From an optimization exercise on the open Yosys and OpenROAD flow, aimed at small area, a short achievable clock period and few clock cycles; shortcuts taken in it are not production practice.
In this exercise RTL edits were held to simulation tests only and were not proved equivalent to the original.
The flow treats the clock pin as an ideal source, which a real chip does not have.
Power and IR drop assume default switching activity.

===== flow/config.mk =====
export PLATFORM = sky130hd
export DESIGN_NAME = cc1_codec
export DESIGN_NICKNAME = cc1_codec
export VERILOG_FILES = /design/flow/design.v
export SDC_FILE = /design/flow/constraint.sdc
export NUM_CORES = 4
export LEC_CHECK = 0
export CAP_MARGIN = 20
export CORE_MARGIN = 2
export CORE_UTILIZATION = 40
export PLACE_DENSITY = 0.6
export SLEW_MARGIN = 20

===== flow/constraint.sdc =====
create_clock -name core_clock -period 10.0 [get_ports {clk}]
set_input_delay 2.0000 -clock core_clock [delete_from_list [all_inputs] [get_ports {clk}]]
set_output_delay 2.0000 -clock core_clock [all_outputs]
set_load 0.01 [all_outputs]

===== flow/design.v =====
`timescale 1ns/1ps
module cc1_codec (
    input  wire        clk,
    input  wire        rst,           
    input  wire        cmd_valid,
    input  wire [31:0] cmd,
    output wire        ready,
    input  wire [7:0]  buf_we,
    input  wire [63:0] buf_wdata,
    input  wire [8:0]  arg_we,
    input  wire [71:0] arg_wdata,
    output wire [63:0] buf_q,
    output wire [71:0] arg_q,
    output wire [71:0] out_q,
    output wire [7:0]  res,
    output wire [7:0]  status
);
    localparam [7:0] TYPE_A = 8'h21, TYPE_P = 8'h3F, TYPE_R = 8'h2A;
    reg [7:0] buf_r [0:7];            
    reg [7:0] arg_r [0:8];
    reg [7:0] out0, out1, out2;       
    reg [5:0] out3;                   
    reg       out4, out5, out6;       
    reg [7:0] res_r;
    reg       ill_r;
    reg [7:0] a_hc1, a_hc2;
    reg [7:0] p_hc1, p_hc2;
    reg [6:0] p_rp1;                  
    reg [1:0] p_lc;
    reg [3:0] p_lt;
    reg [1:0] p_lf;
    reg [7:0] r_hc1, r_hc2;
    reg [5:0] r_rh1;                  
    reg [7:0] r_tp1, r_tr1;           
    reg [5:0] r_al;
    reg       r_s, r_w, r_sy;
    assign ready = 1'b1;
    genvar gi;
    generate
        for (gi = 0; gi < 8; gi = gi + 1) begin : g_bufq
            assign buf_q[8*gi +: 8] = buf_r[gi];
        end
        for (gi = 0; gi < 9; gi = gi + 1) begin : g_argq
            assign arg_q[8*gi +: 8] = arg_r[gi];
        end
    endgenerate
    assign out_q  = {8'd0, 8'd0, 7'd0, out6, 7'd0, out5, 7'd0, out4,
                     2'd0, out3, out2, out1, out0};
    assign res    = res_r;
    assign status = {7'd0, ill_r};
    wire [7:0] op     = cmd[7:0];
    wire [7:0] len    = cmd[15:8];
    wire       ck     = cmd[16];
    wire       nb     = cmd[17];
    wire       rsv_ok = (cmd[31:18] == 14'd0);
    wire [3:0] cls    = op[7:4];
    wire [1:0] v      = op[1:0];
    wire       var_ok = (op[3:2] == 2'd0) && (v != 2'd3);
    wire is_crc   = rsv_ok && (op == 8'h01);
    wire is_make  = rsv_ok && (cls == 4'h1) && var_ok;
    wire is_enc   = rsv_ok && (cls == 4'h2) && var_ok;
    wire is_dec   = rsv_ok && (cls == 4'h3) && var_ok;
    wire is_valid = rsv_ok && (cls == 4'h4) && var_ok;
    wire is_gethc = rsv_ok && (cls == 4'h5) && var_ok;
    wire is_getf  = rsv_ok && (cls == 4'h6) && (op[3:2] == 2'd0) && (v != 2'd0) && (v != 2'd3);
    wire is_legal = is_crc | is_make | is_enc | is_dec | is_valid | is_gethc | is_getf;
    wire len7_ok = !nb && (len >= 8'd7);
    wire len8_ok = !nb && (len >= 8'd8);
    wire vA = (v == 2'd0);
    wire vP = (v == 2'd1);
    wire vR = v[1];
    wire [6:0] mk_rp1 = (arg_r[2] > 8'd100) ? 7'd101 : arg_r[2][6:0] + 7'd1;
    wire [1:0] mk_lc  = arg_r[3][1:0];
    wire [3:0] mk_lt  = (arg_r[4] < 8'd1) ? 4'd1 : (arg_r[4] > 8'd15) ? 4'd15 : arg_r[4][3:0];
    wire [1:0] mk_lf  = (arg_r[5] < 8'd1) ? 2'd1 : (arg_r[5] > 8'd3)  ? 2'd3  : arg_r[5][1:0];
    wire [5:0] mk_rh1 = (arg_r[2] > 8'd50)  ? 6'd51  : arg_r[2][5:0] + 6'd1;
    wire [7:0] mk_tp1 = (arg_r[3] > 8'd199) ? 8'd200 : arg_r[3] + 8'd1;
    wire [7:0] mk_tr1 = (arg_r[4] > 8'd199) ? 8'd200 : arg_r[4] + 8'd1;
    wire [5:0] mk_al  = (arg_r[5] < 8'd1) ? 6'd1 : (arg_r[5] > 8'd62) ? 6'd62 : arg_r[5][5:0];
    wire       mk_s   = (arg_r[6] != 8'd0);
    wire       mk_w   = (arg_r[7] != 8'd0);
    wire       mk_sy  = (arg_r[8] != 8'd0);
    wire       mk_valid = (arg_r[0] != 8'hFF) && (arg_r[1] != 8'hFF);
    wire [7:0] pe3 = {1'b0, p_rp1};
    wire [7:0] pe4 = {p_lf, p_lt, p_lc};
    wire [7:0] re3 = {r_w, r_s, r_rh1};
    wire [7:0] re4 = r_tp1;
    wire [7:0] re5 = r_tr1;
    wire [7:0] re6 = {r_sy, r_al, 1'b0};
    reg [7:0] enc_p [0:6];
    always @(*) begin
        case (v)
            2'd0: begin
                enc_p[0] = TYPE_A; enc_p[1] = a_hc1; enc_p[2] = a_hc2;
                enc_p[3] = 8'h01;  enc_p[4] = 8'h01; enc_p[5] = 8'h01; enc_p[6] = 8'h01;
            end
            2'd1: begin
                enc_p[0] = TYPE_P; enc_p[1] = p_hc1; enc_p[2] = p_hc2;
                enc_p[3] = pe3;    enc_p[4] = pe4;   enc_p[5] = 8'h01; enc_p[6] = 8'h01;
            end
            default: begin
                enc_p[0] = TYPE_R; enc_p[1] = r_hc1; enc_p[2] = r_hc2;
                enc_p[3] = re3;    enc_p[4] = re4;   enc_p[5] = re5;   enc_p[6] = re6;
            end
        endcase
    end
    wire [6:0] crc_a, crc_p, crc_r;
    wire ca_t0 = a_hc1[7] ^ a_hc2[1];
    wire ca_t1 = a_hc1[3] ^ ca_t0;
    wire ca_t2 = a_hc2[0] ^ a_hc2[7];
    wire ca_t3 = a_hc2[3] ^ ca_t1;
    wire ca_t4 = a_hc2[2] ^ a_hc2[6];
    wire ca_t5 = a_hc1[7] ^ a_hc2[0];
    wire ca_t6 = a_hc1[6] ^ a_hc2[4];
    wire ca_t7 = a_hc1[4] ^ a_hc2[5];
    wire ca_t8 = a_hc1[2] ^ a_hc1[5];
    wire ca_t9 = a_hc1[0] ^ a_hc1[1];
    wire ca_t10 = ca_t7 ^ ca_t9;
    wire ca_u11 = a_hc1[3] ^ a_hc1[4];
    wire ca_u12 = ca_t4 ^ ca_t5;
    wire ca_u13 = ca_u11 ^ ca_u12;
    assign crc_a[0] = ca_u13;   
    wire ca_u14 = a_hc1[5] ^ ca_t2;
    wire ca_u15 = ca_t4 ^ ca_u14;
    wire ca_u16 = ca_t3 ^ ca_u15;
    assign crc_a[1] = ca_u16;   
    wire ca_u17 = a_hc1[0] ^ a_hc2[6];
    wire ca_u18 = ca_t2 ^ ca_t6;
    wire ca_u19 = ca_u17 ^ ca_u18;
    wire ca_u20 = ca_t3 ^ ca_u19;
    assign crc_a[2] = ca_u20;   
    wire ca_u21 = a_hc2[2] ^ a_hc2[4];
    wire ca_u22 = ca_t0 ^ ca_t2;
    wire ca_u23 = ca_u21 ^ ca_t10;
    wire ca_u24 = ca_u22 ^ ca_u23;
    assign crc_a[3] = ca_u24;   
    wire ca_u25 = ca_t8 ^ ca_t10;
    wire ca_u26 = ca_t3 ^ ca_u25;
    assign crc_a[4] = ~ca_u26;   
    wire ca_u27 = a_hc1[1] ^ ca_t5;
    wire ca_u28 = ca_t6 ^ ca_t8;
    wire ca_u29 = ca_u27 ^ ca_u28;
    assign crc_a[5] = ca_u29;   
    wire ca_u30 = a_hc1[2] ^ a_hc1[6];
    wire ca_u31 = a_hc2[5] ^ ca_u30;
    wire ca_u32 = ca_t1 ^ ca_u31;
    assign crc_a[6] = ~ca_u32;   
    wire cp_t0 = p_hc1[7] ^ pe4[7];
    wire cp_t1 = pe3[0] ^ pe3[1];
    wire cp_t2 = p_hc2[1] ^ pe3[2];
    wire cp_t3 = p_hc1[3] ^ pe4[2];
    wire cp_t4 = cp_t0 ^ p_hc2[0];
    wire cp_t5 = cp_t3 ^ pe4[3];
    wire cp_t6 = cp_t2 ^ pe3[7];
    wire cp_t7 = cp_t1 ^ p_hc2[4];
    wire cp_t8 = cp_t4 ^ p_hc2[7];
    wire cp_t9 = pe4[4] ^ pe4[6];
    wire cp_t10 = pe4[1] ^ pe4[5];
    wire cp_t11 = pe3[5] ^ pe4[0];
    wire cp_t12 = p_hc2[6] ^ pe3[6];
    wire cp_t13 = p_hc2[5] ^ pe3[4];
    wire cp_t14 = p_hc2[2] ^ pe3[3];
    wire cp_t15 = p_hc1[6] ^ p_hc1[7];
    wire cp_t16 = p_hc1[5] ^ p_hc2[3];
    wire cp_t17 = p_hc1[1] ^ p_hc1[4];
    wire cp_t18 = cp_t9 ^ p_hc1[0];
    wire cp_t19 = cp_t15 ^ p_hc1[2];
    wire cp_t20 = cp_t6 ^ cp_t7;
    wire cp_t21 = cp_t13 ^ cp_t5;
    wire cp_t22 = cp_t20 ^ cp_t8;
    wire cp_u23 = p_hc1[4] ^ p_hc2[6];
    wire cp_u24 = pe3[2] ^ pe4[4];
    wire cp_u25 = cp_t11 ^ cp_t14;
    wire cp_u26 = cp_u23 ^ cp_u24;
    wire cp_u27 = cp_t4 ^ cp_t5;
    wire cp_u28 = cp_u25 ^ cp_u26;
    wire cp_u29 = cp_u27 ^ cp_u28;
    assign crc_p[0] = ~cp_u29;   
    wire cp_u30 = p_hc2[2] ^ pe3[0];
    wire cp_u31 = pe3[4] ^ pe3[5];
    wire cp_u32 = cp_t10 ^ cp_t12;
    wire cp_u33 = cp_t16 ^ cp_t2;
    wire cp_u34 = cp_t3 ^ cp_u30;
    wire cp_u35 = cp_u31 ^ cp_u32;
    wire cp_u36 = cp_u33 ^ cp_u34;
    wire cp_u37 = cp_t8 ^ cp_u35;
    wire cp_u38 = cp_u36 ^ cp_u37;
    assign crc_p[1] = ~cp_u38;   
    wire cp_u39 = p_hc1[3] ^ p_hc1[6];
    wire cp_u40 = p_hc2[3] ^ cp_t12;
    wire cp_u41 = cp_u39 ^ cp_t18;
    wire cp_u42 = cp_u40 ^ cp_u41;
    wire cp_u43 = cp_t22 ^ cp_u42;
    assign crc_p[2] = cp_u43;   
    wire cp_u44 = p_hc1[0] ^ p_hc2[5];
    wire cp_u45 = pe4[5] ^ cp_t14;
    wire cp_u46 = cp_t17 ^ cp_u44;
    wire cp_u47 = cp_u45 ^ cp_u46;
    wire cp_u48 = cp_u47 ^ cp_t22;
    assign crc_p[3] = cp_u48;   
    wire cp_u49 = p_hc1[2] ^ p_hc2[1];
    wire cp_u50 = cp_t0 ^ cp_t1;
    wire cp_u51 = cp_t11 ^ cp_t16;
    wire cp_u52 = cp_t17 ^ cp_u49;
    wire cp_u53 = cp_t18 ^ cp_u50;
    wire cp_u54 = cp_u51 ^ cp_u52;
    wire cp_u55 = cp_t21 ^ cp_u53;
    wire cp_u56 = cp_u54 ^ cp_u55;
    assign crc_p[4] = ~cp_u56;   
    wire cp_u57 = p_hc1[1] ^ p_hc1[5];
    wire cp_u58 = p_hc2[0] ^ pe3[3];
    wire cp_u59 = pe3[6] ^ pe4[0];
    wire cp_u60 = pe4[2] ^ cp_t10;
    wire cp_u61 = cp_u57 ^ cp_u58;
    wire cp_u62 = cp_u59 ^ cp_t19;
    wire cp_u63 = cp_t7 ^ cp_u60;
    wire cp_u64 = cp_u61 ^ cp_u62;
    wire cp_u65 = cp_u63 ^ cp_u64;
    assign crc_p[5] = cp_u65;   
    wire cp_u66 = pe3[1] ^ pe4[1];
    wire cp_u67 = pe4[6] ^ cp_u66;
    wire cp_u68 = cp_t19 ^ cp_t6;
    wire cp_u69 = cp_u67 ^ cp_t21;
    wire cp_u70 = cp_u68 ^ cp_u69;
    assign crc_p[6] = ~cp_u70;   
    wire cr_t0 = r_hc1[7] ^ re6[5];
    wire cr_t1 = re6[1] ^ re6[2];
    wire cr_t2 = re6[0] ^ re6[4];
    wire cr_t3 = re5[3] ^ re5[6];
    wire cr_t4 = re4[7] ^ re5[5];
    wire cr_t5 = re4[2] ^ re5[2];
    wire cr_t6 = re3[0] ^ re3[1];
    wire cr_t7 = r_hc2[1] ^ re3[2];
    wire cr_t8 = cr_t0 ^ r_hc1[3];
    wire cr_t9 = r_hc2[0] ^ re6[6];
    wire cr_t10 = cr_t7 ^ re3[7];
    wire cr_t11 = cr_t6 ^ re5[0];
    wire cr_t12 = cr_t5 ^ re6[3];
    wire cr_t13 = cr_t4 ^ re4[4];
    wire cr_t14 = cr_t3 ^ re5[1];
    wire cr_t15 = cr_t2 ^ re4[0];
    wire cr_t16 = cr_t1 ^ re4[5];
    wire cr_t17 = cr_t8 ^ re5[4];
    wire cr_t18 = re4[3] ^ re5[7];
    wire cr_t19 = re3[6] ^ re4[1];
    wire cr_t20 = re3[5] ^ re6[7];
    wire cr_t21 = re3[4] ^ re4[6];
    wire cr_t22 = r_hc2[6] ^ r_hc2[7];
    wire cr_t23 = r_hc2[4] ^ re3[3];
    wire cr_t24 = r_hc1[7] ^ r_hc2[0];
    wire cr_t25 = r_hc1[5] ^ r_hc2[3];
    wire cr_t26 = r_hc1[4] ^ r_hc2[5];
    wire cr_t27 = r_hc1[2] ^ r_hc1[6];
    wire cr_t28 = r_hc1[0] ^ r_hc1[1];
    wire cr_t29 = cr_t9 ^ r_hc2[2];
    wire cr_t30 = cr_t26 ^ cr_t28;
    wire cr_t31 = cr_t20 ^ cr_t25;
    wire cr_t32 = cr_t19 ^ cr_t24;
    wire cr_t33 = cr_t16 ^ cr_t32;
    wire cr_t34 = cr_t14 ^ cr_t27;
    wire cr_t35 = cr_t13 ^ cr_t15;
    wire cr_t36 = cr_t12 ^ cr_t18;
    wire cr_t37 = cr_t17 ^ cr_t36;
    wire cr_u38 = r_hc1[4] ^ r_hc2[6];
    wire cr_u39 = re3[2] ^ re3[3];
    wire cr_u40 = re3[5] ^ re5[3];
    wire cr_u41 = re6[2] ^ cr_u38;
    wire cr_u42 = cr_u39 ^ cr_u40;
    wire cr_u43 = cr_t29 ^ cr_u41;
    wire cr_u44 = cr_u42 ^ cr_t35;
    wire cr_u45 = cr_u43 ^ cr_t37;
    wire cr_u46 = cr_u44 ^ cr_u45;
    assign crc_r[0] = ~cr_u46;   
    wire cr_u47 = r_hc1[3] ^ r_hc2[2];
    wire cr_u48 = re3[0] ^ re3[4];
    wire cr_u49 = re4[7] ^ re5[6];
    wire cr_u50 = re5[7] ^ re6[0];
    wire cr_u51 = cr_t22 ^ cr_t5;
    wire cr_u52 = cr_t7 ^ cr_u47;
    wire cr_u53 = cr_u48 ^ cr_u49;
    wire cr_u54 = cr_u50 ^ cr_t31;
    wire cr_u55 = cr_u51 ^ cr_u52;
    wire cr_u56 = cr_u53 ^ cr_t33;
    wire cr_u57 = cr_u54 ^ cr_u55;
    wire cr_u58 = cr_u56 ^ cr_u57;
    assign crc_r[1] = cr_u58;   
    wire cr_u59 = r_hc1[0] ^ r_hc1[6];
    wire cr_u60 = r_hc2[3] ^ r_hc2[4];
    wire cr_u61 = re3[6] ^ re4[6];
    wire cr_u62 = re5[2] ^ re6[1];
    wire cr_u63 = cr_t2 ^ cr_t22;
    wire cr_u64 = cr_t9 ^ cr_u59;
    wire cr_u65 = cr_u60 ^ cr_u61;
    wire cr_u66 = cr_u62 ^ cr_t10;
    wire cr_u67 = cr_t11 ^ cr_t13;
    wire cr_u68 = cr_u63 ^ cr_u64;
    wire cr_u69 = cr_u65 ^ cr_t17;
    wire cr_u70 = cr_u66 ^ cr_u67;
    wire cr_u71 = cr_u68 ^ cr_u69;
    wire cr_u72 = cr_u70 ^ cr_u71;
    assign crc_r[2] = ~cr_u72;   
    wire cr_u73 = r_hc2[7] ^ re6[7];
    wire cr_u74 = cr_t0 ^ cr_t23;
    wire cr_u75 = cr_t4 ^ cr_t6;
    wire cr_u76 = cr_u73 ^ cr_t10;
    wire cr_u77 = cr_t14 ^ cr_t16;
    wire cr_u78 = cr_t29 ^ cr_t30;
    wire cr_u79 = cr_u74 ^ cr_u75;
    wire cr_u80 = cr_u76 ^ cr_u77;
    wire cr_u81 = cr_u78 ^ cr_u79;
    wire cr_u82 = cr_u80 ^ cr_u81;
    assign crc_r[3] = ~cr_u82;   
    wire cr_u83 = r_hc1[2] ^ r_hc2[1];
    wire cr_u84 = re4[2] ^ re4[3];
    wire cr_u85 = cr_t21 ^ cr_t3;
    wire cr_u86 = cr_u83 ^ cr_u84;
    wire cr_u87 = cr_t11 ^ cr_t30;
    wire cr_u88 = cr_t31 ^ cr_t8;
    wire cr_u89 = cr_u85 ^ cr_u86;
    wire cr_u90 = cr_t35 ^ cr_u87;
    wire cr_u91 = cr_u88 ^ cr_u89;
    wire cr_u92 = cr_u90 ^ cr_u91;
    assign crc_r[4] = cr_u92;   
    wire cr_u93 = r_hc1[1] ^ r_hc1[5];
    wire cr_u94 = re5[5] ^ cr_t23;
    wire cr_u95 = cr_u93 ^ cr_t11;
    wire cr_u96 = cr_t12 ^ cr_t15;
    wire cr_u97 = cr_u94 ^ cr_t33;
    wire cr_u98 = cr_t34 ^ cr_u95;
    wire cr_u99 = cr_u96 ^ cr_u97;
    wire cr_u100 = cr_u98 ^ cr_u99;
    assign crc_r[5] = cr_u100;   
    wire cr_u101 = r_hc2[5] ^ re3[1];
    wire cr_u102 = re4[1] ^ re6[4];
    wire cr_u103 = cr_t1 ^ cr_t21;
    wire cr_u104 = cr_u101 ^ cr_u102;
    wire cr_u105 = cr_t10 ^ cr_u103;
    wire cr_u106 = cr_u104 ^ cr_t34;
    wire cr_u107 = cr_u105 ^ cr_t37;
    wire cr_u108 = cr_u106 ^ cr_u107;
    assign crc_r[6] = cr_u108;   
    wire [7:0] crcv_a = (crc_a == 7'd0) ? 8'h80 : {1'b0, crc_a};
    wire [7:0] crcv_p = (crc_p == 7'd0) ? 8'h80 : {1'b0, crc_p};
    wire [7:0] crcv_r = (crc_r == 7'd0) ? 8'h80 : {1'b0, crc_r};
    wire [7:0] enc_crc = vA ? crcv_a : vP ? crcv_p : crcv_r;
    wire [7:0] cb0 = buf_r[0], cb1 = buf_r[1], cb2 = buf_r[2], cb3 = buf_r[3];
    wire [7:0] cb4 = buf_r[4], cb5 = buf_r[5], cb6 = buf_r[6];
    wire [6:0] crc_b;
    wire cb_t0 = cb0[6] ^ cb1[7];
    wire cb_t1 = cb0[2] ^ cb1[3];
    wire cb_t2 = cb_t0 ^ cb_t1;
    wire cb_t3 = cb6[4] ^ cb6[5];
    wire cb_t4 = cb6[1] ^ cb6[2];
    wire cb_t5 = cb5[5] ^ cb6[0];
    wire cb_t6 = cb5[3] ^ cb5[6];
    wire cb_t7 = cb4[2] ^ cb5[2];
    wire cb_t8 = cb3[2] ^ cb4[7];
    wire cb_t9 = cb3[0] ^ cb3[1];
    wire cb_t10 = cb2[0] ^ cb_t8;
    wire cb_t11 = cb_t2 ^ cb_t3;
    wire cb_t12 = cb2[1] ^ cb6[7];
    wire cb_t13 = cb0[5] ^ cb1[6];
    wire cb_t14 = cb0[4] ^ cb1[5];
    wire cb_t15 = cb0[3] ^ cb1[4];
    wire cb_t16 = cb0[1] ^ cb1[2];
    wire cb_t17 = cb0[0] ^ cb1[1];
    wire cb_t18 = cb_t6 ^ cb_t9;
    wire cb_t19 = cb_t4 ^ cb_t7;
    wire cb_t20 = cb5[0] ^ cb_t5;
    wire cb_t21 = cb_t17 ^ cb_t18;
    wire cb_t22 = cb6[6] ^ cb_t10;
    wire cb_t23 = cb4[1] ^ cb_t19;
    wire cb_t24 = cb5[4] ^ cb_t11;
    wire cb_t25 = cb5[7] ^ cb6[3];
    wire cb_t26 = cb4[5] ^ cb5[1];
    wire cb_t27 = cb4[4] ^ cb4[6];
    wire cb_t28 = cb4[0] ^ cb4[3];
    wire cb_t29 = cb3[4] ^ cb3[5];
    wire cb_t30 = cb2[7] ^ cb3[7];
    wire cb_t31 = cb2[6] ^ cb3[6];
    wire cb_t32 = cb2[4] ^ cb3[3];
    wire cb_t33 = cb1[0] ^ cb2[5];
    wire cb_t34 = cb_t26 ^ cb_t32;
    wire cb_t35 = cb_t15 ^ cb_t33;
    wire cb_t36 = cb_t14 ^ cb_t29;
    wire cb_t37 = cb_t13 ^ cb_t16;
    wire cb_t38 = cb2[3] ^ cb_t31;
    wire cb_t39 = cb2[2] ^ cb_t12;
    wire cb_t40 = cb_t20 ^ cb_t27;
    wire cb_t41 = cb_t0 ^ cb_t34;
    wire cb_t42 = cb_t23 ^ cb_t37;
    wire cb_t43 = cb_t22 ^ cb_t30;
    wire cb_t44 = cb_t21 ^ cb_t41;
    wire cb_t45 = cb_t24 ^ cb_t25;
    wire cb_u46 = cb2[2] ^ cb2[6];
    wire cb_u47 = cb3[3] ^ cb3[5];
    wire cb_u48 = cb4[4] ^ cb5[3];
    wire cb_u49 = cb6[2] ^ cb_t15;
    wire cb_u50 = cb_t28 ^ cb_t5;
    wire cb_u51 = cb_t7 ^ cb_u46;
    wire cb_u52 = cb_u47 ^ cb_u48;
    wire cb_u53 = cb_u49 ^ cb_u50;
    wire cb_u54 = cb_u51 ^ cb_u52;
    wire cb_u55 = cb_t22 ^ cb_u53;
    wire cb_u56 = cb_u54 ^ cb_u55;
    wire cb_u57 = cb_t45 ^ cb_u56;
    assign crc_b[0] = cb_u57;   
    wire cb_u58 = cb2[7] ^ cb3[0];
    wire cb_u59 = cb4[5] ^ cb5[6];
    wire cb_u60 = cb5[7] ^ cb6[0];
    wire cb_u61 = cb_u58 ^ cb_u59;
    wire cb_u62 = cb_u60 ^ cb_t10;
    wire cb_u63 = cb_t2 ^ cb_t36;
    wire cb_u64 = cb_t38 ^ cb_t39;
    wire cb_u65 = cb_u61 ^ cb_t23;
    wire cb_u66 = cb_u62 ^ cb_u63;
    wire cb_u67 = cb_u64 ^ cb_u65;
    wire cb_u68 = cb_u66 ^ cb_u67;
    assign crc_b[1] = cb_u68;   
    wire cb_u69 = cb1[0] ^ cb2[1];
    wire cb_u70 = cb2[4] ^ cb5[2];
    wire cb_u71 = cb6[1] ^ cb_t13;
    wire cb_u72 = cb_t9 ^ cb_u69;
    wire cb_u73 = cb_u70 ^ cb_t38;
    wire cb_u74 = cb_u71 ^ cb_u72;
    wire cb_u75 = cb_t40 ^ cb_u73;
    wire cb_u76 = cb_u74 ^ cb_t24;
    wire cb_u77 = cb_t43 ^ cb_u75;
    wire cb_u78 = cb_u76 ^ cb_u77;
    assign crc_b[2] = cb_u78;   
    wire cb_u79 = cb5[5] ^ cb6[5];
    wire cb_u80 = cb_t4 ^ cb_u79;
    wire cb_u81 = cb_t35 ^ cb_t39;
    wire cb_u82 = cb_u80 ^ cb_u81;
    wire cb_u83 = cb_t43 ^ cb_t44;
    wire cb_u84 = cb_u82 ^ cb_u83;
    assign crc_b[3] = cb_u84;   
    wire cb_u85 = cb2[3] ^ cb4[2];
    wire cb_u86 = cb4[7] ^ cb_t12;
    wire cb_u87 = cb_t16 ^ cb_t28;
    wire cb_u88 = cb_u85 ^ cb_t35;
    wire cb_u89 = cb_t36 ^ cb_u86;
    wire cb_u90 = cb_u87 ^ cb_t11;
    wire cb_u91 = cb_t21 ^ cb_t40;
    wire cb_u92 = cb_u88 ^ cb_u89;
    wire cb_u93 = cb_u90 ^ cb_u91;
    wire cb_u94 = cb_u92 ^ cb_u93;
    assign crc_b[4] = cb_u94;   
    wire cb_u95 = cb2[0] ^ cb3[6];
    wire cb_u96 = cb4[0] ^ cb6[3];
    wire cb_u97 = cb6[4] ^ cb_t14;
    wire cb_u98 = cb_u95 ^ cb_u96;
    wire cb_u99 = cb_t20 ^ cb_u97;
    wire cb_u100 = cb_u98 ^ cb_u99;
    wire cb_u101 = cb_t42 ^ cb_t44;
    wire cb_u102 = cb_u100 ^ cb_u101;
    assign crc_b[5] = cb_u102;   
    wire cb_u103 = cb2[1] ^ cb2[5];
    wire cb_u104 = cb3[1] ^ cb3[2];
    wire cb_u105 = cb3[4] ^ cb3[7];
    wire cb_u106 = cb4[3] ^ cb4[6];
    wire cb_u107 = cb5[1] ^ cb_t6;
    wire cb_u108 = cb_u103 ^ cb_u104;
    wire cb_u109 = cb_u105 ^ cb_u106;
    wire cb_u110 = cb_u107 ^ cb_u108;
    wire cb_u111 = cb_u109 ^ cb_u110;
    wire cb_u112 = cb_t42 ^ cb_u111;
    wire cb_u113 = cb_t45 ^ cb_u112;
    assign crc_b[6] = cb_u113;   
    wire [7:0] buf_crc = (crc_b == 7'd0) ? 8'h80 : {1'b0, crc_b};
    wire       b7_form = buf_r[7][7] ? (buf_r[7][6:0] == 7'd0) : (buf_r[7][6:0] != 7'd0);
    wire       crc_ok  = b7_form && ((crc_b ^ buf_r[7][6:0]) == 7'd0);
    wire [5:0] dr_rhs = buf_r[3][5:0];
    wire [5:0] dr_al  = buf_r[6][6:1];
    wire chk_a = (buf_r[0] == TYPE_A) && (buf_r[3] == 8'h01);
    wire chk_p = (buf_r[0] == TYPE_P)
              && (buf_r[3] != 8'h00) && (buf_r[3] <= 8'd101)
              && (buf_r[4][7:6] != 2'd0) && (buf_r[4][5:2] != 4'd0)
              && (buf_r[5] == 8'h01);
    wire chk_r = (buf_r[0] == TYPE_R)
              && (dr_rhs != 6'd0) && (dr_rhs <= 6'd51)
              && (buf_r[4] != 8'h00) && (buf_r[4] <= 8'd200)
              && (buf_r[5] != 8'h00) && (buf_r[5] <= 8'd200)
              && (dr_al != 6'd0) && (dr_al != 6'h3F);
    wire fr_a  = chk_a && crc_ok;
    wire fr_p  = chk_p && crc_ok;
    wire fr_r  = chk_r && crc_ok;
    wire fr_ok = vA ? fr_a : vP ? fr_p : fr_r;
    wire go       = cmd_valid;
    wire enc_ok   = go && is_enc && len7_ok && !(ck && !len8_ok);
    wire dec_go   = go && is_dec;
    wire dec_ok   = dec_go && len8_ok && fr_ok;
    wire make_go  = go && is_make;
    wire wr_a  = (make_go || dec_ok) && vA;
    wire wr_p  = (make_go || dec_ok) && vP;
    wire wr_r  = (make_go || dec_ok) && vR;
    wire hc_a  = (make_go || dec_go) && vA;
    wire hc_p  = (make_go || dec_go) && vP;
    wire hc_r  = (make_go || dec_go) && vR;
    wire [7:0] hc1_n = make_go ? arg_r[0] : dec_ok ? buf_r[1] : 8'hFF;
    wire [7:0] hc2_n = make_go ? arg_r[1] : dec_ok ? buf_r[2] : 8'hFF;
    wire [7:0] sel_hc1 = vA ? a_hc1 : vP ? p_hc1 : r_hc1;
    wire [7:0] sel_hc2 = vA ? a_hc2 : vP ? p_hc2 : r_hc2;
    wire       sel_valid = (sel_hc1 != 8'hFF) && (sel_hc2 != 8'hFF);
    reg [7:0] res_n;
    always @(*) begin
        res_n = 8'h00;
        if (is_crc)
            res_n = (len7_ok && buf_r[0] != 8'h00) ? buf_crc : 8'h00;
        else if (is_make)
            res_n = {7'd0, mk_valid};
        else if (is_enc)
            res_n = !enc_ok ? 8'h00 : ck ? 8'h08 : 8'h07;
        else if (is_dec)
            res_n = dec_ok ? 8'h08 : 8'h00;
        else if (is_valid)
            res_n = {7'd0, sel_valid};
        else if (is_gethc)
            res_n = 8'h02;
        else if (is_getf)
            res_n = vP ? 8'h04 : 8'h07;
    end
    integer i;
    always @(posedge clk) begin
        if (rst) begin
            res_r <= 8'h00;
            ill_r <= 1'b0;
            for (i = 0; i < 9; i = i + 1)
                arg_r[i] <= 8'h00;
            out0 <= 8'h00; out1 <= 8'h00; out2 <= 8'h00; out3 <= 6'd0;
            out4 <= 1'b0;  out5 <= 1'b0;  out6 <= 1'b0;
            a_hc1 <= 8'hFF; a_hc2 <= 8'hFF;
            p_hc1 <= 8'hFF; p_hc2 <= 8'hFF;
            p_rp1 <= 7'd1;  p_lc  <= 2'd0; p_lt <= 4'd1; p_lf <= 2'd1;
            r_hc1 <= 8'hFF; r_hc2 <= 8'hFF;
            r_rh1 <= 6'd1;  r_tp1 <= 8'd1; r_tr1 <= 8'd1; r_al <= 6'd1;
            r_s   <= 1'b0;  r_w   <= 1'b0; r_sy <= 1'b0;
        end else begin
            for (i = 0; i < 9; i = i + 1)
                if (arg_we[i]) arg_r[i] <= arg_wdata[8*i +: 8];
            if (go) begin
                res_r <= res_n;
                if (!is_legal) ill_r <= 1'b1;
            end
            if (hc_a) begin a_hc1 <= hc1_n; a_hc2 <= hc2_n; end
            if (hc_p) begin p_hc1 <= hc1_n; p_hc2 <= hc2_n; end
            if (hc_r) begin r_hc1 <= hc1_n; r_hc2 <= hc2_n; end
            if (wr_p) begin
                p_rp1 <= make_go ? mk_rp1 : buf_r[3][6:0];
                p_lc  <= make_go ? mk_lc  : buf_r[4][1:0];
                p_lt  <= make_go ? mk_lt  : buf_r[4][5:2];
                p_lf  <= make_go ? mk_lf  : buf_r[4][7:6];
            end
            if (wr_r) begin
                r_rh1 <= make_go ? mk_rh1 : dr_rhs;
                r_tp1 <= make_go ? mk_tp1 : buf_r[4];
                r_tr1 <= make_go ? mk_tr1 : buf_r[5];
                r_al  <= make_go ? mk_al  : dr_al;
                r_s   <= make_go ? mk_s   : buf_r[3][6];
                r_w   <= make_go ? mk_w   : buf_r[3][7];
                r_sy  <= make_go ? mk_sy  : buf_r[6][7];
            end
            if (go && is_gethc) begin
                out0 <= sel_hc1;
                out1 <= sel_hc2;
            end
            if (go && is_getf) begin
                if (vP) begin
                    out0 <= {1'b0, p_rp1 - 7'd1};
                    out1 <= {6'd0, p_lc};
                    out2 <= {4'd0, p_lt};
                    out3 <= {4'd0, p_lf};
                end else begin
                    out0 <= {2'd0, r_rh1 - 6'd1};
                    out1 <= r_tp1 - 8'd1;
                    out2 <= r_tr1 - 8'd1;
                    out3 <= r_al;
                    out4 <= r_s;
                    out5 <= r_w;
                    out6 <= r_sy;
                end
            end
        end
    end
    always @(posedge clk) begin
        if (!rst) begin
            for (i = 0; i < 7; i = i + 1)
                if (buf_we[i]) buf_r[i] <= buf_wdata[8*i +: 8];
                else if (enc_ok) buf_r[i] <= enc_p[i];
            if (buf_we[7]) buf_r[7] <= buf_wdata[63:56];
            else if (enc_ok && ck) buf_r[7] <= enc_crc;
        end
    end
endmodule

===== flow/flow/run.sh =====
#!/bin/bash
# ORFS layout via the standard.sh, in stages:
#  - port buffers from sky130_fd_sc_hd__buf_1 instead of the default cell;
#  - the three-input XOR/XNOR cells added to the platform's DONT_USE_CELLS,
#    so the CRC networks map to faster two-input XORs;
#  - synthesis, floorplan and placement with the default setup margin;
#  - CTS and global routing with timing repair aiming for the setup margin in
#    flow/margin.txt, followed by a power (area) recovery pass after CTS
#    (flow/post_cts.tcl).
# Each make invocation logs to its own file here; ORFS keeps per-step logs
# under orfs/logs.
set -euo pipefail
export BUFFER_PORTS_ARGS="-buffer_cell sky130_fd_sc_hd__buf_1"
base=$(make -s -C "$FLOW_HOME" DESIGN_CONFIG="$PWD/config.mk" WORK_HOME="$PWD/orfs" print-DONT_USE_CELLS 2> make_print.log | sed -n 's/^DONT_USE_CELLS: //p')
du="DONT_USE_CELLS=$base sky130_fd_sc_hd__xor3_1 sky130_fd_sc_hd__xor3_2 sky130_fd_sc_hd__xor3_4 sky130_fd_sc_hd__xnor3_1 sky130_fd_sc_hd__xnor3_2 sky130_fd_sc_hd__xnor3_4"
echo "$du" > dont_use.txt
bash standard.sh synth "$du" > make_synth.log 2>&1
bash standard.sh floorplan "$du" > make_floorplan.log 2>&1
bash standard.sh place "$du" > make_place.log 2>&1
export SETUP_SLACK_MARGIN=$(cat flow/margin.txt)
export POST_CTS_TCL=$PWD/flow/post_cts.tcl
bash standard.sh finish "$du" > make_finish.log 2>&1

===== flow/flow/margin.txt =====
6.5

===== flow/flow/post_cts.tcl =====
# Area recovery after CTS timing repair: downsize cells off the critical
# paths while keeping the setup margin that the repair aimed for.
estimate_parasitics -placement
repair_timing -recover_power 100 -setup_margin $::env(SETUP_SLACK_MARGIN) -verbose
detailed_placement
check_placement -verbose
report_design_area

===== flow/standard.sh =====
#!/bin/bash
# synth_recipe.tcl (not shown) runs the flow's synth.tcl, then flattens the netlist and writes it again
# the make line also repeats each setting of config.mk as NAME=value (left out here)
make -C /OpenROAD-flow-scripts/flow DESIGN_CONFIG=/design/flow/config.mk WORK_HOME=/design/flow/orfs CLKGATE_MAP_FILE= SYNTH_SCRIPT=/design/flow/synth_recipe.tcl "${@:-finish}"

==> results of run 1 <==
==> metrics by stage <==
stage	instances	hold slack, ps	power (mW)
floorplan	2009	438	1.69
global placement	2751	457	1.85
detailed placement	2751	464	1.86
global route	2910	494	3.33
finish	2911	471	3.22
==> flip-flops by register name (all words and copies together) (netlist names), 4 cells and up <==
| signal | flops |
|---|---|
| arg_r | 72 |
| buf_r | 64 |
| a_hc1 | 8 |
| a_hc2 | 8 |
| out0 | 8 |
| out1 | 8 |
| out2 | 8 |
| p_hc1 | 8 |
| p_hc2 | 8 |
| r_hc1 | 8 |
| r_hc2 | 8 |
| r_tp1 | 8 |
| r_tr1 | 8 |
| res_r | 8 |
| p_rp1 | 7 |
| out3 | 6 |
| r_al | 6 |
| r_rh1 | 6 |
| p_lt | 4 |
==> final cells by class <==
type | instances | area (um^2) | area share (%)
well taps | 532 | 666 | 3.12
clock inverters | 10 | 150 | 0.703
inverters | 42 | 165 | 0.773
diodes | 2 | 5.00 | 0.0234
multi-input cells | 1526 | 10600 | 49.5
flip-flops and latches | 272 | 6090 | 28.5
repair buffers | 476 | 2700 | 12.6
clock buffers | 51 | 1010 | 4.75
==> how the worst max path moves through the flow <==
stage | to | slack, ps | start | cells past startpoint
final | p_hc2[5] | 5630 | cmd[7] | 16
after global routing | p_hc1[2] | 5540 | cmd[21] | 16
after detailed placement | p_hc1[4] | 4350 | cmd[20] | 12
after global placement | p_hc2[0] | 4390 | cmd[25] | 12
after floorplan | r_al[1] | 5480 | cmd[0] | 12
==> cell families (layout without fill, tap and decap cells) <==
logic type / count (synthesis) / in the layout / synth area share, %
xor+xnor: 354 / 354 / 19.1
mux: 112 / 112 / 6.76
buf+inv: 216 / 579 / 6.11
simple gates: 604 / 607 / 16.1
other cells: 2 / 49 / 0.0452
compound gates: 384 / 386 / 13.8
fa+ha+maj: 20 / 20 / 1.51
flops: 272 / 272 / 36.6
==> synth_stat cells, types with 6 or more instances <==
library cell	instances
nor4_1	24
nand4_1	10
clkbuf_1	100
xnor2_2	9
mux2i_1	110
buf_1	13
nand3_1	52
nor3_1	37
nand2_1	144
a22oi_1	18
a211oi_1	25
inv_1	40
buf_4	51
and3_1	16
edfxtp_1	64
buf_2	10
o21ai_0	93
xnor2_1	291
nor2_1	269
or4_1	9
o211ai_1	15
dfxtp_1	208
o2111ai_1	8
a31oi_1	6
xor2_1	54
o22ai_1	6
a311oi_1	8
nor2b_1	10
a21oi_1	170
and2_1	7
ha_1	20
==> where the power goes <==
group          internal [mW]  total, mW  leakage (nW)  switching, mW
combinational          0.269      0.703          4.93          0.433
clock                  0.783       1.29         0.570          0.506
sequential              1.16       1.23          2.28         0.0636
total                   2.21       3.22          7.78           1.00
==> layer usage <==
metal  GRT usage [%]  vias up
li1                -     7446
met1            38.7     7875
met2            46.8      915
met3            6.10      181
met4            14.4        0
met5               0        -
==> critical path: cells and delay by family <==
family                 cells  cell delay, ps
AO/OA/AOI/OAI              3             670
AND/OR/NAND/NOR            7            1320
buffers and inverters      6             800
==> flow_metrics.env, run 1 <==
export IMPL_ys_types=67
export IMPL_setup_slack_ps=5630
export IMPL_synthCells=1964
export IMPL_synth_top_area_share_pct=25.1
export IMPL_power_leakage_nw=7.78
export IMPL_max_cap_violations=0
export IMPL_vias=16400
export IMPL_dr_max_layer_used="met4"
export IMPL_maxSlewHeadroom_pct=36.8
export IMPL_hold_path_startpoint="res_r[5]"
export IMPL_grt_max_degree=68
export IMPL_reg2regPathDepth=16
export IMPL_wl_per_cell_um=23.4
export IMPL_antenna_left=0
export IMPL_wl_met2_um=30800
export IMPL_placementRows=74
export IMPL_fin_area_um2=21400
export IMPL_hold_path_class="reg -> reg"
export IMPL_wl_um=68200
export IMPL_start_util_pct=40.6
export IMPL_wl_met1_um=27400
export IMPL_tightestPinTransition_ps=949
export IMPL_drive_gt1_share_pct=14.6
export IMPL_r2r_end="p_hc2[5]"
export IMPL_drt_iter0_markers=1515
export IMPL_syn_avg_cell_area_um2=8.46
export IMPL_clk_latency_ps=550
export IMPL_ys_flop_type="dfxtp_1"
export IMPL_netlist_area_um2=16600
export IMPL_finalWeightedCongestion=0.957
export IMPL_place_ws_ps=4350
export IMPL_utilization_pct=52.2
export IMPL_final_common_cell="buf_1"
export IMPL_grt_first_pass_wirelength_um=97500
export IMPL_fillCellCount=3926
export IMPL_yosysTopAreaCell="dfxtp_1"
export IMPL_wl_met3_um=6580
export IMPL_criticalPathCategory="in -> reg"
export IMPL_critPathMaxFanout=8
export IMPL_finalNetCount=2560
export IMPL_synth_edf_count=64
export IMPL_dp_hpwl_um=48900
export IMPL_finalSetupViolations=0
export IMPL_max_freq_mhz=229
export IMPL_clkTransAtPathRegs_ps=60
export IMPL_async_flop_share_pct=0
export IMPL_fin_tns_setup_ps=0
export IMPL_ys_ff_latch=272
export IMPL_r2r_slack_ps=5770
export IMPL_io_pins=413
export IMPL_grt_antenna_before_repair=2
export IMPL_die_area_um2=43200
export IMPL_dieHeight_um=208
export IMPL_rsz0062_at_grt="yes"
export IMPL_grt_usage_pct=29.7
export IMPL_cts_sinks=272
export IMPL_cp_end_kind="flop"
export IMPL_drc_errors=0
export IMPL_ir_worst_vdd_v=0.000135
export IMPL_maxSlewViolCount=0
export IMPL_fin_crit_ps=4370
export IMPL_synth_area_top_cells="dfxtp_1 25%, xnor2_1 15%, edfxtp_1 12%, mux2i_1 6.6%, nor2_1 6.1%"
export IMPL_postPlaceCellArea_um2=18100
export IMPL_area_delta_synth_final_pct=28.5
export IMPL_critPathMaxStageDelay_ps=480
export IMPL_avgViaCountPerCell=5.64
export IMPL_first_global_vias=15600
export IMPL_crit_required_ps=10410
export IMPL_crit_slowest_cell="o41a_1"
export IMPL_dr_pass1_iters=5
export IMPL_fin_worst_skew_ps=17.0
export IMPL_status="no timing/DRC/antenna violations"
export IMPL_r2r_start="buf_r[3][0]"
export IMPL_yosysWarningCount=4
export IMPL_worstPathArrival_ps=4780
export IMPL_fin_crit_sh_pct=43.7
export IMPL_core_area_um2=40900
export IMPL_final_cell_mix="354 x buf_1, 283 x xnor2_1, 259 x nor2_1"
export IMPL_hold_violations=0
export IMPL_cts_tree="done"
export IMPL_die_w_um=208
export IMPL_seq_area_frac_synth_pct=36.6
export IMPL_io_buffers=365
export IMPL_grt_remaining_overflow=0
export IMPL_holdPathStages=2
export IMPL_cp_start_kind="input pin"
export IMPL_crit_chain="buf_6 -> nor4_4 -> nand3_1 -> or2_4 -> a21oi_4 -> and3_4 -> nand3_2 -> nor3_2 -> inv_2 -> buf_4 -> o41a_1 -> buf_4 -> nor3_4 -> buf_6 -> buf_12 -> a21oi_2"
export IMPL_hold_end="res_r[5]"
export IMPL_power_density_nw_per_um2=151
Testbench counts, summed over its fixed seeds: cycles 27,999.
==> inputs of run 2 (changes only) <==
--- a/flow/design.v
+++ b/flow/design.v
@@ -492,7 +492,6 @@
     wire dec_ok   = dec_go && len8_ok && fr_ok;
     wire make_go  = go && is_make;
-    wire wr_a  = (make_go || dec_ok) && vA;
-    wire wr_p  = (make_go || dec_ok) && vP;
-    wire wr_r  = (make_go || dec_ok) && vR;
+    wire wr_p  = vP && (make_go || (dec_go && len8_ok && fr_p));
+    wire wr_r  = vR && (make_go || (dec_go && len8_ok && fr_r));
     wire hc_a  = (make_go || dec_go) && vA;
     wire hc_p  = (make_go || dec_go) && vP;
@@ -502,5 +501,8 @@
     wire [7:0] sel_hc1 = vA ? a_hc1 : vP ? p_hc1 : r_hc1;
     wire [7:0] sel_hc2 = vA ? a_hc2 : vP ? p_hc2 : r_hc2;
-    wire       sel_valid = (sel_hc1 != 8'hFF) && (sel_hc2 != 8'hFF);
+    wire       val_a = (a_hc1 != 8'hFF) && (a_hc2 != 8'hFF);
+    wire       val_p = (p_hc1 != 8'hFF) && (p_hc2 != 8'hFF);
+    wire       val_r = (r_hc1 != 8'hFF) && (r_hc2 != 8'hFF);
+    wire       sel_valid = vA ? val_a : vP ? val_p : val_r;
     reg [7:0] res_n;
     always @(*) begin
--- a/flow/flow/run.sh
+++ b/flow/flow/run.sh
@@ -3,11 +3,6 @@
 #  - port buffers from sky130_fd_sc_hd__buf_1 instead of the default cell;
 #  - the three-input XOR/XNOR cells added to the platform's DONT_USE_CELLS,
-#    so the CRC networks map to faster two-input XORs;
+#    so the CRC networks map to two-input XORs;
 #  - synthesis, floorplan and placement with the default setup margin;
-#  - CTS and global routing with timing repair aiming for the setup margin in
-#    flow/margin.txt, followed by a power (area) recovery pass after CTS
-#    (flow/post_cts.tcl).
-# Each make invocation logs to its own file here; ORFS keeps per-step logs
-# under orfs/logs.
 set -euo pipefail
 export BUFFER_PORTS_ARGS="-buffer_cell sky130_fd_sc_hd__buf_1"
@@ -19,4 +14,3 @@
 bash standard.sh place "$du" > make_place.log 2>&1
 export SETUP_SLACK_MARGIN=$(cat flow/margin.txt)
-export POST_CTS_TCL=$PWD/flow/post_cts.tcl
 bash standard.sh finish "$du" > make_finish.log 2>&1
--- a/flow/config.mk
+++ b/flow/config.mk
@@ -11,2 +11,3 @@
 export PLACE_DENSITY = 0.6
 export SLEW_MARGIN = 20
+export TNS_END_PERCENT = 0
removed: flow/flow/post_cts.tcl
==> run 2 against run 1 <==
  * Maximum frequency is 5.8% lower
  * Worst hold slack worse by 12 ps
  * Power is 5.2% lower
  * Worst setup slack worse by 270 ps
  * Via count is 3.7% lower
  * Wire length is 3.9% lower
  * Clock skew hardly changed
  * Count of clock-buffer cells in the layout is 2 lower
==> flow_metrics.env, run 2 <==
export IMPL_syn_avg_cell_area_um2=8.64
export IMPL_ys_types=63
export IMPL_antenna_left=0
export IMPL_vias=15800
export IMPL_cts_made_buffers=31
export IMPL_synth_xor_area_share_pct=18.1
export IMPL_yosysWarningCount=4
export IMPL_stdcell_count=2823
export IMPL_die_w_um=210
export IMPL_worstPathArrival_ps=5110
export IMPL_hold_violations=0
export IMPL_root_buffer="clkbuf_16"
export IMPL_swShare_pct=29.6
export IMPL_start_util_pct=40.5
export IMPL_drc_errors=0
export IMPL_maxSlewHeadroom_pct=23.9
export IMPL_crit_required_ps=10470
export IMPL_fin_crit_ps=4640
export IMPL_ir_worst_vdd_v=0.000119
export IMPL_r2r_slack_ps=5960
export IMPL_placementRows=75
export IMPL_fin_crit_sh_pct=46.4
export IMPL_yosysTopAreaCell="dfxtp_1"
export IMPL_h_tree_depth=1
export IMPL_synth_top_family_by_area="XOR/XNOR gates"
export IMPL_async_flop_share_pct=0
export IMPL_final_common_cell="buf_1"
export IMPL_clkTransAtPathRegs_ps=60
export IMPL_io_buffers=365
export IMPL_max_cap_violations=0
export IMPL_reg2regPathDepth=13
export IMPL_synth_area_top_cells="dfxtp_1 25%, xnor2_1 15%, edfxtp_1 11%, mux2i_1 6.1%, nor2_1 4.8%"
export IMPL_power_leakage_nw=7.30
export IMPL_hold_path_startpoint="out0[6]"
export IMPL_drive_gt1_share_pct=6.09
export IMPL_dr_pass1_iters=6
export IMPL_synth_top_area_share_pct=24.5
export IMPL_grt_first_pass_wirelength_um=95200
export IMPL_area_delta_synth_final_pct=16.8
export IMPL_synthCells=1967
export IMPL_power_density_nw_per_um2=154
export IMPL_wl_per_cell_um=23.2
export IMPL_max_freq_mhz=215
export IMPL_fin_hold_ws_ps=459
export IMPL_seq_area_frac_synth_pct=35.8
export IMPL_status="no timing/DRC/antenna violations"
export IMPL_top_regs="arg_r: 72 flops, buf_r: 64 flops"
export IMPL_yosys_area_share_simple_pct=16.3
export IMPL_synth_common_cells="290 x xnor2_1, 215 x nor2_1, 208 x dfxtp_1"
export IMPL_fillCellCount=4143
export IMPL_cp_start_kind="input pin"
export IMPL_synth_compound_area_share_pct=13.0
export IMPL_grt_usage_pct=28.5
export IMPL_ctsLongestPathBuffers=3
export IMPL_hold_buffers=0
export IMPL_final_cell_mix="361 x buf_1, 290 x xnor2_1, 214 x nor2_1"
export IMPL_finalNetCount=2471
export IMPL_cts_sinks=272
export IMPL_yosysMostFrequentCell="xnor2_1"
export IMPL_first_global_vias=14800
export IMPL_largest_reg_flops=72
export IMPL_hold_path_class="reg -> reg"
export IMPL_intPower_mw=2.15
export IMPL_maxSlewViolCount=0
export IMPL_ys_ff_latch=272
export IMPL_ys_flop_type="dfxtp_1"
export IMPL_drt_iter0_markers=1833
export IMPL_synth_fa_ha_area_share_pct=1.77
export IMPL_cp_end_kind="flop"
export IMPL_cts_tree="done"
export IMPL_p_comb_share_pct=19.5
export IMPL_grt_antenna_before_repair=2
export IMPL_criticalPathCategory="in -> reg"
export IMPL_power_share_clock_pct=40.2
export IMPL_dp_cells=2753
export IMPL_synth_edf_count=64
export IMPL_fin_tns_setup_ps=0
export IMPL_rsz0062_at_grt="yes"
export IMPL_netlist_area_um2=17000
export IMPL_avgViaCountPerCell=5.60
export IMPL_critPathMaxFanout=8
export IMPL_holdPathStages=2
export IMPL_finalSetupViolations=0
export IMPL_r2r_start="buf_r[3][0]"
export IMPL_hold_end="out0[6]"
export IMPL_utilization_pct=47.3
export IMPL_fin_worst_skew_ps=17.3
export IMPL_io_pins=413
export IMPL_dp_hpwl_um=49900
export IMPL_grt_remaining_overflow=0
export IMPL_tightestPinTransition_ps=1140
export IMPL_dieHeight_um=210
export IMPL_die_area_um2=44100
export IMPL_finalWeightedCongestion=0.956
export IMPL_top_register="arg_r"
export IMPL_clk_latency_ps=590
export IMPL_seq_power_share_pct=40.3
export IMPL_r2r_end="r_tp1[4]"
export IMPL_switchingPower_uw=903
export IMPL_muxShareOfSynthArea_pct=8.89
export IMPL_grt_max_degree=202
export IMPL_core_area_um2=41900
export IMPL_wl_um=65500
[run 2: changes by cell type after synthesis, sizes merged, moves of 20 or more]
cell and change:
nor2b +20, nor2 -56, o21ai +39, mux2 +31, nand3 -21, a21oi -39
[run 2: worst max-delay path by stage]
stage	start	endpoint	slack (ps)	cells after the start
6_report	cmd[20]	r_tp1[4]	5360	11
5_1_grt	cmd[20]	r_tp1[4]	5290	11
3_5_place_dp	cmd[20]	r_tp1[5]	3760	11
3_3_place_gp	cmd[20]	r_tp1[1]	3850	11
2_1_floorplan	cmd[20]	r_al[1]	5090	12
4_1_cts	cmd[22]	r_tp1[5]	5430	11
[run 2: cell type report]
| type | count | area, um^2 | share of cell area [%] |
|---|---|---|---|
| antenna | 1 | 2.50 | 0.0126 |
| clock buffer | 49 | 923 | 4.65 |
| clock inverter | 8 | 171 | 0.864 |
| inverter | 37 | 139 | 0.700 |
| multi-input combinational | 1532 | 10300 | 51.7 |
| sequential | 272 | 6090 | 30.7 |
| tap | 539 | 674 | 3.40 |
| timing repair buffer | 385 | 1580 | 7.98 |
[run 2: critical path, stage by stage]
cell,delay [ps]
buf_1,100
nor4_4,380
nand4_1,240
or3b_4,470
nor3_4,140
nand4_1,170
nor2_1,190
a21oi_2,110
or3_4,460
o41a_4,500
mux2_4,330
[run 2: timing repair]
item,CTS,global route
gates cloned,4,0
gates resized for setup,18,13
pin swaps,10,5
buffers inserted,6,1
setup endpoints to repair,214,215
[run 2: logic make-up after synthesis]
family                     Yosys count
AOI/OAI and AO/OA                  373
xor gates and xnor gates           349
adders and majority gates           24
buffers and inverters              212
DFF                                272
muxes                              137
other                                2
and+or+nand+nor                    598
[run 2: power by group through the flow]
| stage | logic, mW | registers [mW] | clock network (mW) |
|---|---|---|---|
| after global routing | 0.644 | 1.23 | 1.28 |
| after floorplan | 0.408 | 1.23 | 0 |
| after global placement | 0.550 | 1.25 | 0 |
| after CTS | 0.584 | 1.23 | 1.24 |
| after detailed placement | 0.558 | 1.25 | 0 |
| final | 0.596 | 1.23 | 1.23 |
[run 2: through the flow]
step / power, mW / cell area (um^2) / setup WS [ps]
after floorplan: 1.64 / 17200 / 5090
after global placement: 1.80 / 18400 / 3850
after detailed placement: 1.81 / 18400 / 3760
after CTS: 3.05 / 19700 / 5430
after global routing: 3.16 / 19800 / 5290
final: 3.05 / 19800 / 5360
[run 2: routing by layer]
| layer | GRT usage [%] | vias up | part of all wire [%] |
|---|---|---|---|
| li1 | - | 7281 | - |
| met1 | 38.6 | 7531 | 42 |
| met2 | 44.5 | 854 | 44 |
| met3 | 6.41 | 146 | 9.8 |
| met4 | 10.5 | 2 | 3.8 |
| met5 | 0 | - | 0.017 |
Testbench counts of run 2, summed over its fixed seeds: cycles 27,999.

[static timing again, ports no longer ideal]
How much do the figures lean on ideal ports? The routed layouts below were timed once more, with nothing changed but the port constraints.
Step 1 (the two cells are an assumption about what drives the block):
set clk [get_ports {clk}]
set_driving_cell -lib_cell sky130_fd_sc_hd__clkbuf_16 $clk
set_driving_cell -lib_cell sky130_fd_sc_hd__buf_2 [delete_from_list [all_inputs] $clk]
Step 2 adds t to the input delays and takes it off the output delays; t is the mean of the earliest and latest rising clock arrival at the registers after step 1. Input paths then give back, and output paths get back, about the clock's delay inside the block.
Three values: no drivers, after step 1, after step 2; two values: the first two.
run	t, ns	setup WS [ns]	worst setup path after step 2	slew at the worst register clock pin (ns)	cell pins on the clock port's net
run 1	0.601	5.626 / 5.650 / 5.049	input to register	0.06 / 0.06	1
run 2	0.630	5.357 / 5.389 / 4.759	input to register	0.06 / 0.06	1
After both steps setup and hold are still met in every run listed. For run 2, which loses most, drivers alone change the setup slack by +0.032 ns; drivers and shift together by -0.598 ns.
